From an optimization exercise on the open Yosys and OpenROAD flow, aimed at small area; shortcuts taken in it are not production practice. Only simulation tests tie the RTL to the original design; equivalence was not proved. No activity file was given, so power comes from the tool's default toggle rates.

==> inputs of trial 81 <==
==> flow/design.v (excerpt) <==
module mce #(
    parameter W_T = 32,
    parameter W_U = 16,
    parameter W_A = 16
) (
    input  wire           clk,
    input  wire           rst,
    input  wire [W_T-1:0] NOW,
    input  wire [1:0]     CMD,
    input  wire [W_U-1:0] UNIT_IN,
    input  wire [7:0]     PAT_IN,
    input  wire [W_A-1:0] MSG_BASE,
    input  wire [7:0]     MSG_DATA,
    input  wire [7:0]     ROM_CHAR,
    input  wire [7:0]     DEC_PAT,
    output wire           TONE_ON,
    output wire           BUSY,
    output wire [W_A-1:0] MSG_ADDR,
    output wire [7:0]     ROM_PAT,
    output wire           DEC_SPACE,
    output wire           DEC_NOSTART,
    output wire [2:0]     DEC_LEN,
    output wire [6:0]     DEC_ELEMS
);
clock: 8.0 ns
lec_check: 0
cap_margin: 20
core_margin: 2
core_utilization: 55
gpl_timing_driven: 0
slew_margin: 20
synth_hierarchical: 1
run.sh (not shown) runs the stock make flow with config.mk's settings and CLKGATE_MAP_FILE= SYNTH_SCRIPT=/design/flow/synth_recipe.tcl, a recipe that flattens the netlist after the stock synthesis.
==> inputs of build 8, as changes to trial 81 <==
==> flow/flow/run.sh (new file) <==
#!/bin/bash
# Own layout flow: the standard ORFS flow (standard.sh, unchanged
# synthesis), except that the port buffers are the smallest buffer cell.
set -euo pipefail
export BUFFER_PORTS_ARGS="-buffer_cell sky130_fd_sc_hd__buf_1"
bash standard.sh finish > standard_flow.log 2>&1
==> flow/standard.sh (new file) <==
#!/bin/bash
# synth_recipe.tcl (not shown) runs the flow's synth.tcl, then flattens the netlist and writes it again
# the make line also repeats each setting of config.mk as NAME=value (left out here)
make -C /OpenROAD-flow-scripts/flow DESIGN_CONFIG=/design/flow/config.mk WORK_HOME=/design/flow/orfs CLKGATE_MAP_FILE= SYNTH_SCRIPT=/design/flow/synth_recipe.tcl "${@:-finish}"
removed: flow/run.sh
==> flow_summary.json <==
{
  "cts_setup_buffers": 4,
  "timing.rr.end": "nd[19]",
  "outcome": "finished clean",
  "total_power_uw": 2960,
  "combinationalPower_uw": 1740
}
# the run above: trial 81

==> flow_summary.json <==
{
  "hpwl_um": 12900,
  "multi_input_cells": 658,
  "postCtsHoldBufs": 0,
  "cts_setup_buffers": 2,
  "timing.rr.end": "nd[30]",
  "combinationalPower_uw": 1600,
  "utilization_pct": 66.2,
  "outcome": "finished clean",
  "powerSeq_uw": 776
}
# the run above: build 8


---

==> trial 25: inputs <==
mce, a different RTL version from the one above (not shown whole).
==> flow/config.mk <==
export PLATFORM = sky130hd
export DESIGN_NAME = mce
export DESIGN_NICKNAME = mce
export VERILOG_FILES = /design/flow/design.v
export SDC_FILE = /design/flow/constraint.sdc
export NUM_CORES = 4
export LEC_CHECK = 0
export CAP_MARGIN = 20
export CORE_MARGIN = 2
export CORE_UTILIZATION = 65
export CTS_BUF_LIST = sky130_fd_sc_hd__clkbuf_8
export GPL_TIMING_DRIVEN = 0
export SLEW_MARGIN = 20
export SYNTH_HIERARCHICAL = 1
==> flow/constraint.sdc <==
create_clock -name core_clock -period 8.0 [get_ports {clk}]
set_input_delay 1.6000 -clock core_clock [delete_from_list [all_inputs] [get_ports {clk}]]
set_output_delay 1.6000 -clock core_clock [all_outputs]
set_load 0.01 [all_outputs]
standard.sh (not shown) runs the stock make flow with config.mk's settings and CLKGATE_MAP_FILE= SYNTH_SCRIPT=/design/flow/synth_recipe.tcl, a recipe that flattens the netlist after the stock synthesis.
==> flow/flow/run.sh <==
#!/bin/bash
# Own layout flow: the standard ORFS flow (standard.sh, unchanged
# synthesis), except that the port buffers are the smallest buffer cell and
# clock tree synthesis inserts no dummy loads.
set -euo pipefail
export BUFFER_PORTS_ARGS="-buffer_cell sky130_fd_sc_hd__buf_1"
export CTS_ARGS="-sink_clustering_enable -repair_clock_nets -dont_use_dummy_load -buf_list sky130_fd_sc_hd__clkbuf_8"
bash standard.sh finish > standard_flow.log 2>&1
==> inputs of trial 70, as changes to trial 25 <==
--- a/flow/config.mk
+++ b/flow/config.mk
@@ -8,5 +8,5 @@
 export CAP_MARGIN = 20
 export CORE_MARGIN = 2
-export CORE_UTILIZATION = 65
+export CORE_UTILIZATION = 85
 export CTS_BUF_LIST = sky130_fd_sc_hd__clkbuf_8
 export GPL_TIMING_DRIVEN = 0
==> inputs of build 95, as changes to trial 25 <==
--- a/flow/flow/run.sh
+++ b/flow/flow/run.sh
@@ -5,4 +5,4 @@
 set -euo pipefail
 export BUFFER_PORTS_ARGS="-buffer_cell sky130_fd_sc_hd__buf_1"
-export CTS_ARGS="-sink_clustering_enable -repair_clock_nets -dont_use_dummy_load -buf_list sky130_fd_sc_hd__clkbuf_8"
+export CTS_ARGS="-repair_clock_nets -dont_use_dummy_load -buf_list sky130_fd_sc_hd__clkbuf_8"
 bash standard.sh finish > standard_flow.log 2>&1
--- a/flow/config.mk
+++ b/flow/config.mk
@@ -8,5 +8,5 @@
 export CAP_MARGIN = 20
 export CORE_MARGIN = 2
-export CORE_UTILIZATION = 65
+export CORE_UTILIZATION = 75
 export CTS_BUF_LIST = sky130_fd_sc_hd__clkbuf_8
 export GPL_TIMING_DRIVEN = 0
==> comparison table <==
Proportion of power drawn by combinational gates: trial 70 -; build 95 60.6%; trial 25 60.3%
R2R Setup Slk: trial 70 -; build 95 530 ps; trial 25 560 ps
Max stage delay on crit path: trial 70 -; build 95 550 ps; trial 25 530 ps
Wire length on met2: trial 70 -; build 95 8.00 mm; trial 25 7.33 mm
Grt peak-use layer: trial 70 -; build 95 met2; trial 25 met2
TritonCTS clock tree: trial 70 -; build 95 done; trial 25 done
Count of antenna diodes in the layout: trial 70 -; build 95 0; trial 25 0
Die width: trial 70 85 um; build 95 90.2 um; trial 25 96.6 um
Count of final hold-check violations: trial 70 -; build 95 0; trial 25 0
Number of well taps: trial 70 -; build 95 99; trial 25 105
Count of final max-slew check failures: trial 70 -; build 95 0; trial 25 0
Count of clock buffers in the final design: trial 70 -; build 95 9; trial 25 9
Die outline area: trial 70 -; build 95 8140 um^2; trial 25 9340 um^2
Final routed wire length divided by cell count: trial 70 -; build 95 18.3 um; trial 25 16.5 um
Inverter count: trial 70 -; build 95 49; trial 25 49
Clock network power share: trial 70 -; build 95 9.3%; trial 25 9.2%
Met1 global-route usage: trial 70 -; build 95 48.0%; trial 25 38.7%
Pin count of the biggest net entering global routing: trial 70 -; build 95 33; trial 25 25
Status: trial 70 stopped before the end; build 95 timing/DRC/antenna clean; trial 25 timing/DRC/antenna clean
Last stage reached: trial 70 global placement; build 95 -; trial 25 -
Category of the worst setup path launch point: trial 70 -; build 95 primary input; trial 25 primary input
Most common cell type on the critical path: trial 70 -; build 95 a21oi_2; trial 25 a21oi_2

[afterwards: timing with drivers on the ports]
The results above use ideal ports. As a check the final layouts listed here were re-extracted and re-timed, cells and wires unchanged. Step 1 (the two cells are an assumption about what drives the block):
set clk [get_ports {clk}]
set_driving_cell -lib_cell sky130_fd_sc_hd__clkbuf_16 $clk
set_driving_cell -lib_cell sky130_fd_sc_hd__buf_2 [delete_from_list [all_inputs] $clk]
Step 2 times the ports against the registers' clock, not the clock port: input delays grow and output delays shrink by t, the midpoint of the rising clock arrivals with the driver on. a / b / c = ideal / step 1 / step 2; a / b = the first two.
run | t, ns | setup WS [ns] | worst setup path after step 2 | worst slew at a driven data input, ns
trial 81 | 0.376 | 0.449 / 0.456 / 0.080 | input to register | 0.05
build 8 | 0.379 | 0.428 / 0.450 / 0.071 | input to register | 0.06
trial 25 | 0.379 | 0.344 / 0.334 / -0.045 | input to register | 0.05
build 95 | 0.371 | 0.331 / 0.338 / -0.033 | input to register | 0.07
With both steps, setup timing fails in trial 25 and build 95, where it was met with ideal ports. The setup slack of trial 25, which loses most, moves by -0.010 ns with the drivers and by -0.389 ns with both steps.
